Context: an optimization exercise on an open-source flow, tuned for small area, a short achievable clock period and few clock cycles per item. The choices shown serve that exercise and are no tape-out recipe. Where RTL was checked, it was by simulation tests only, not by an equivalence proof against the original. Power is estimated from default activity; no workload was simulated.

==> inputs of job 5531 <==
Design fp_encode_1750a, start of the top module:
module fp_encode_1750a (
    input  wire        clk,
    input  wire        rst,
    input  wire        in_valid,
    output wire        in_ready,
    input  wire [63:0] in_value,
    input  wire  [7:0] in_width,
    output wire        out_valid,
    input  wire        out_ready,
    output wire [47:0] out_data,
    output wire  [2:0] out_nbytes,
    output wire  [1:0] out_status
);
==> module enc1750_fmt, before the edit <==
module enc1750_fmt (
    input  wire [38:0] frac,    
    input  wire  [2:0] fsel,    
    input  wire        m39,     
    input  wire        m38,     
    input  wire  [7:0] xe0,     
    input  wire        xinc,    
    input  wire        xdec,    
    output wire [47:0] data
);
    wire c = (fsel[0] & frac[30]) | (fsel[1] & frac[16]) | (fsel[2] & frac[0]);
    wire [37:0] xs = frac[38:1];
    wire [7:0]  xa = xs[37:30];
    wire [13:0] xb = xs[29:16];
    wire [15:0] xc = xs[15:0];
    wire cc = c;
    wire cb = fsel[2] ? (c & (&xc)) : c;
    wire ca = fsel[0] ? c : cb & (&xb);
    wire [15:0] wc;
    wire [13:0] wb;
    wire [7:0]  wa;
    genvar i;
    generate
        for (i = 0; i < 16; i = i + 1) begin : g_c
            if (i == 0) assign wc[i] = xc[i] ^ cc;
            else        assign wc[i] = xc[i] ^ (cc & (&xc[i-1:0]));
        end
        for (i = 0; i < 14; i = i + 1) begin : g_b
            if (i == 0) assign wb[i] = xb[i] ^ cb;
            else        assign wb[i] = xb[i] ^ (cb & (&xb[i-1:0]));
        end
        for (i = 0; i < 8; i = i + 1) begin : g_a
            if (i == 0) assign wa[i] = xa[i] ^ ca;
            else        assign wa[i] = xa[i] ^ (ca & (&xa[i-1:0]));
        end
    endgenerate
    wire inb = fsel[1] | fsel[2];
    wire inc = fsel[2];
    wire [7:0]  ma = wa;
    wire [13:0] mb = wb & {14{inb}};
    wire [15:0] mc = wc & {16{inc}};
    wire [7:0] flip;
    generate
        for (i = 0; i < 8; i = i + 1) begin : g_e
            if (i == 0) assign flip[i] = xinc | xdec;
            else        assign flip[i] = (xinc & (&xe0[i-1:0])) | (xdec & ~(|xe0[i-1:0]));
        end
    endgenerate
    wire [7:0] xe = xe0 ^ flip;
    assign data = {m39, m38, ma, mb[13:8] | (xe[5:0] & {6{fsel[0]}}), mb[7:0],
                   xe & {8{~fsel[0]}}, mc};
endmodule
==> module fp_encode_1750a, before the edit <==
module fp_encode_1750a (
    input  wire        clk,
    input  wire        rst,
    input  wire        in_valid,
    output wire        in_ready,
    input  wire [63:0] in_value,
    input  wire  [7:0] in_width,
    output wire        out_valid,
    input  wire        out_ready,
    output wire [47:0] out_data,
    output wire  [2:0] out_nbytes,
    output wire  [1:0] out_status
);
    wire [52:0] c_sig;
    wire        c_subn;
    wire  [2:0] c_fsel;
    wire        c_m39, c_m38;
    wire  [7:0] c_xe;
    wire        c_xinc, c_xdec;
    wire        c_nf;
    enc1750_core u_core (
        .value (in_value),
        .width (in_width),
        .sig   (c_sig),
        .subn  (c_subn),
        .fsel  (c_fsel),
        .m39   (c_m39),
        .m38   (c_m38),
        .xe    (c_xe),
        .xinc  (c_xinc),
        .xdec  (c_xdec),
        .nf    (c_nf)
    );
    reg        ov;       
    reg [52:0] sig_q;
    reg  [2:0] fsel_q;
    reg        m39_q, m38_q;
    reg  [7:0] xe_q;
    reg        xinc_q, xdec_q;
    reg        nf_q;
    reg        pend_q;   
    wire pend = (m39_q & sig_q[52]) | (m38_q & ~sig_q[52]);
    wire load = ~ov | (~pend & out_ready);
    assign in_ready  = ~rst & (~ov | (~pend_q & out_ready));
    assign out_valid = ~rst & ov & ~pend_q;
    wire top5z = m39_q ? &sig_q[52:48] : ~|sig_q[52:48];
    always @(posedge clk) begin
        if (rst) begin
            ov     <= 1'b0;
            pend_q <= 1'b0;
        end else if (load) begin
            ov     <= in_valid;
            pend_q <= in_valid & c_subn;
        end else if (pend) begin
            pend_q <= (top5z ? sig_q[47] : sig_q[51]) ~^ m39_q;
        end
    end
    wire sel_ld = load & (c_fsel[0] | c_fsel[1] | c_fsel[2]);
    wire sel_s5 = ~load & pend & top5z;
    wire sel_s1 = ~load & pend & ~top5z;
    wire sel_h  = ~load & ~pend;
    wire [52:0] sig_d = ({53{sel_ld}} & c_sig)
                      | ({53{sel_s5}} & {sig_q[47:0], {5{m39_q}}})
                      | ({53{sel_s1}} & {sig_q[51:0], m39_q})
                      | ({{40{sel_h}}, 13'd0} & sig_q);
    always @(posedge clk) sig_q <= sig_d;
    always @(posedge clk) begin
        if (load) begin
            fsel_q   <= c_fsel;
            m39_q    <= c_m39;
            m38_q    <= c_m38;
            xe_q     <= c_xe;
            xinc_q   <= c_xinc;
            xdec_q   <= c_xdec;
            nf_q     <= c_nf;
        end
    end
    enc1750_fmt u_fmt (
        .frac(sig_q[51:13]),
        .fsel(fsel_q),
        .m39 (m39_q),
        .m38 (m38_q),
        .xe0 (xe_q),
        .xinc(xinc_q),
        .xdec(xdec_q),
        .data(out_data)
    );
    assign out_status = {nf_q, ~(fsel_q[0] | fsel_q[1] | fsel_q[2] | nf_q)};
    assign out_nbytes = {fsel_q[1] | fsel_q[2], fsel_q[0] | fsel_q[2], 1'b0};
endmodule
clock: 10.0 ns
lec_check: 0
abc_area: 1
cap_margin: 20
core_margin: 2
core_utilization: 40
cts_buf_list: sky130_fd_sc_hd__clkbuf_8
slew_margin: 20
standard.sh (not shown) runs the stock make flow with config.mk's settings and CLKGATE_MAP_FILE= SYNTH_SCRIPT=/design/flow/synth_recipe.tcl, a recipe that flattens the netlist after the stock synthesis.
==> flow/flow/run.sh <==
#!/bin/bash
# The standard layout (standard.sh, the standard flow's own ORFS flow) with four changes:
# the port buffers are sky130_fd_sc_hd__buf_2 cells instead of the delay
# buffers buffer_ports picks by default (every port still gets a buffer),
# timing repair aims for a setup slack of 5.4 ns, clock tree synthesis adds
# no dummy loads, and the request data ports' buffers are made buf_1 after
# global placement (flow/ports.tcl).
set -euo pipefail
export BUFFER_PORTS_ARGS="-buffer_cell sky130_fd_sc_hd__buf_2"
export SETUP_SLACK_MARGIN=5.4
export CTS_ARGS="-sink_clustering_enable -repair_clock_nets -buf_list sky130_fd_sc_hd__clkbuf_8 -dont_use_dummy_load"
export POST_GLOBAL_PLACE_TCL="$PWD/flow/ports.tcl"
bash standard.sh > standard.log 2>&1
==> flow/flow/ports.tcl <==
# After global placement: the buffers of the request data ports (in_value,
# in_width) become sky130_fd_sc_hd__buf_1. Every port keeps its buffer; the
# handshake and reset ports keep buf_2. Timing repair may resize them again.
set block [ord::get_db_block]
set n 0
foreach bterm [$block getBTerms] {
  set name [$bterm getName]
  if {[$bterm getIoType] ne "INPUT"} { continue }
  if {![string match "in_value*" $name] && ![string match "in_width*" $name]} { continue }
  set net [$bterm getNet]
  foreach iterm [$net getITerms] {
    set inst [$iterm getInst]
    if {[[$inst getMaster] getName] eq "sky130_fd_sc_hd__buf_2"} {
      replace_cell [get_cells [$inst getName]] sky130_fd_sc_hd__buf_1
      incr n
    }
  }
}
puts "ports.tcl: $n input buffers resized to buf_1"
==> job 8621: changes against job 5531 <==
--- a/flow/design.v
+++ b/flow/design.v
@@ -35,7 +35,8 @@
         end
     endgenerate
+    wire ina = fsel[0] | fsel[1] | fsel[2];
     wire inb = fsel[1] | fsel[2];
     wire inc = fsel[2];
-    wire [7:0]  ma = wa;
+    wire [7:0]  ma = wa & {8{ina}};
     wire [13:0] mb = wb & {14{inb}};
     wire [15:0] mc = wc & {16{inc}};
@@ -145,5 +146,5 @@
     assign in_ready  = ~rst & (~ov | (~pend_q & out_ready));
     assign out_valid = ~rst & ov & ~pend_q;
-    wire top5z = m39_q ? &sig_q[52:48] : ~|sig_q[52:48];
+    wire top8z = m39_q ? &sig_q[52:45] : ~|sig_q[52:45];
     always @(posedge clk) begin
         if (rst) begin
@@ -154,18 +155,10 @@
             pend_q <= in_valid & c_subn;
         end else if (pend) begin
-            pend_q <= (top5z ? sig_q[47] : sig_q[51]) ~^ m39_q;
+            pend_q <= (top8z ? sig_q[44] : sig_q[51]) ~^ m39_q;
         end
     end
-    wire sel_ld = load & (c_fsel[0] | c_fsel[1] | c_fsel[2]);
-    wire sel_s5 = ~load & pend & top5z;
-    wire sel_s1 = ~load & pend & ~top5z;
-    wire sel_h  = ~load & ~pend;
-    wire [52:0] sig_d = ({53{sel_ld}} & c_sig)
-                      | ({53{sel_s5}} & {sig_q[47:0], {5{m39_q}}})
-                      | ({53{sel_s1}} & {sig_q[51:0], m39_q})
-                      | ({{40{sel_h}}, 13'd0} & sig_q);
-    always @(posedge clk) sig_q <= sig_d;
     always @(posedge clk) begin
         if (load) begin
+            sig_q    <= c_sig;
             fsel_q   <= c_fsel;
             m39_q    <= c_m39;
@@ -175,4 +168,6 @@
             xdec_q   <= c_xdec;
             nf_q     <= c_nf;
+        end else if (pend) begin
+            sig_q    <= top8z ? {sig_q[44:0], {8{m39_q}}} : {sig_q[51:0], m39_q};
         end
     end
==> flow/flow/run.sh (replaced) <==
#!/bin/bash
# The standard layout (standard.sh, the standard flow's own ORFS flow) with one change:
# the port buffers are sky130_fd_sc_hd__buf_2 cells instead of the delay
# buffers buffer_ports picks by default. Every port still gets a buffer.
set -euo pipefail
export BUFFER_PORTS_ARGS="-buffer_cell sky130_fd_sc_hd__buf_2"
bash standard.sh > standard.log 2>&1
CTS_CLUSTER_DIAMETER = 200   (was default)
CTS_CLUSTER_SIZE = 30   (was default)
SETUP_SLACK_MARGIN = 5   (was default)
removed: flow/flow/ports.tcl
==> job 2316: changes against job 5531 <==
--- a/flow/design.v
+++ b/flow/design.v
@@ -17,4 +17,10 @@
     wire cb = fsel[2] ? (c & (&xc)) : c;
     wire ca = fsel[0] ? c : cb & (&xb);
+    wire [15:0] pc; wire [13:0] pb; wire [7:0] pa;
+    assign pc[0] = cc; assign pb[0] = cb; assign pa[0] = ca;
+    genvar j;
+    generate for (j = 1; j < 16; j = j + 1) begin : g_pc assign pc[j] = pc[j-1] & xc[j-1]; end endgenerate
+    generate for (j = 1; j < 14; j = j + 1) begin : g_pb assign pb[j] = pb[j-1] & xb[j-1]; end endgenerate
+    generate for (j = 1; j < 8; j = j + 1) begin : g_pa assign pa[j] = pa[j-1] & xa[j-1]; end endgenerate
     wire [15:0] wc;
     wire [13:0] wb;
@@ -24,18 +30,19 @@
         for (i = 0; i < 16; i = i + 1) begin : g_c
             if (i == 0) assign wc[i] = xc[i] ^ cc;
-            else        assign wc[i] = xc[i] ^ (cc & (&xc[i-1:0]));
+            else        assign wc[i] = xc[i] ^ pc[i];
         end
         for (i = 0; i < 14; i = i + 1) begin : g_b
             if (i == 0) assign wb[i] = xb[i] ^ cb;
-            else        assign wb[i] = xb[i] ^ (cb & (&xb[i-1:0]));
+            else        assign wb[i] = xb[i] ^ pb[i];
         end
         for (i = 0; i < 8; i = i + 1) begin : g_a
             if (i == 0) assign wa[i] = xa[i] ^ ca;
-            else        assign wa[i] = xa[i] ^ (ca & (&xa[i-1:0]));
+            else        assign wa[i] = xa[i] ^ pa[i];
         end
     endgenerate
+    wire ina = fsel[0] | fsel[1] | fsel[2];
     wire inb = fsel[1] | fsel[2];
     wire inc = fsel[2];
-    wire [7:0]  ma = wa;
+    wire [7:0]  ma = wa & {8{ina}};
     wire [13:0] mb = wb & {14{inb}};
     wire [15:0] mc = wc & {16{inc}};
@@ -157,5 +164,5 @@
         end
     end
-    wire sel_ld = load & (c_fsel[0] | c_fsel[1] | c_fsel[2]);
+    wire sel_ld = load;
     wire sel_s5 = ~load & pend & top5z;
     wire sel_s1 = ~load & pend & ~top5z;
==> qor summary <==
| quantity | job 5531 | job 8621 | job 2316 |
|---|---|---|---|
| Run status | complete, no violations | complete, no violations | complete, no violations |
| Global routing met1 resource utilization | 0.355 | 0.343 | 0.302 |
| Power per cell area | 92.1 nW/um2 | 129 nW/um2 | 124 nW/um2 |
| DP Area | 6330 um2 | 6860 um2 | 6580 um2 |
| Non-clk invs | 101 | 106 | 114 |
| Number of global-route vias before repair | 5,670 | 5,555 | 5,233 |
| Clock period minus final worst setup slack | 4.43 ns | 4.44 ns | 5.62 ns |
| Total design power | 0.000597 W | 0.000913 W | 0.000860 W |
| Final cycle utilization of the critical path | 0.443 | 0.444 | 0.562 |
| Area fraction in and, or, nand and nor cells after synthesis | 0.404 | 0.308 | 0.263 |
| Clk. pwr | 0.000185 W | 0.000261 W | 0.000181 W |
| Detailed-routing wirelength on met1 | 8730 um | 8720 um | 7600 um |
| Count of cells along the worst register-to-register path | 7 | 8 | 11 |
| Buffers inserted during post-CTS setup optimization | 2 | 0 | 10 |
| Hold_ws | 0.470 ns | 0.588 ns | 0.473 ns |
| Switching share of power | 0.302 | 0.342 | 0.369 |
| Seq area share | 0.244 | 0.298 | 0.233 |
| Final routed wire length divided by cell count | 15.1 um | 15.6 um | 14.9 um |
| Area fraction in compound gates after synthesis | 0.134 | 0.178 | 0.158 |
| Multiplexer area fraction after synthesis | 0 | 0.00326 | 0.00181 |
| Placed Cells incl. Taps | 1,204 | 1,176 | 1,089 |
| Setup repair after global routing missed its margin | no | no | yes |
| Hold worst-path end | sig_q[7] | pend_q | sig_q[9] |
| Kind of critical path | reg2out | in2out | reg2out |
| Count of instances resized after the clock tree is built | 0 | 0 | 32 |
Testbench counts of job 8621, summed over its fixed seeds: cycles 24,936, items 24,000.
Only the layout flow was run in job 5531 and job 2316; the RTL was not checked for function there.

## static timing again, ports no longer ideal
No port has a modelled driver above. Below, the same layouts with a new extraction and two added sets of constraints. Step 1 sets driving cells, clkbuf_16 on the clock port and buf_2 on the other inputs (assumed; they add their load-dependent delay and slew). Step 2 moves the port delays by t, midway between the first and last clock arrival at a register: inputs arrive t later, outputs are due t later. That takes back most of the time a late clock gives input paths. Three values: ideal ports, drivers, drivers and shift; two values: the first two.
| run | t, ns | slack for setup (ns) | slew at the worst register clock pin (ns) |
|---|---|---|---|
| job 5531 | 0.385 | 5.570 / 5.533 / 5.549 | 0.09 / 0.09 |
| job 8621 | 0.395 | 5.560 / 5.532 / 5.541 | 0.08 / 0.08 |
| job 2316 | 0.394 | 4.381 / 4.346 / 4.740 | 0.08 / 0.08 |
After both steps setup and hold are still met in every run listed. For job 5531, which loses most, drivers alone change the setup slack by -0.037 ns; drivers and shift together by -0.021 ns.
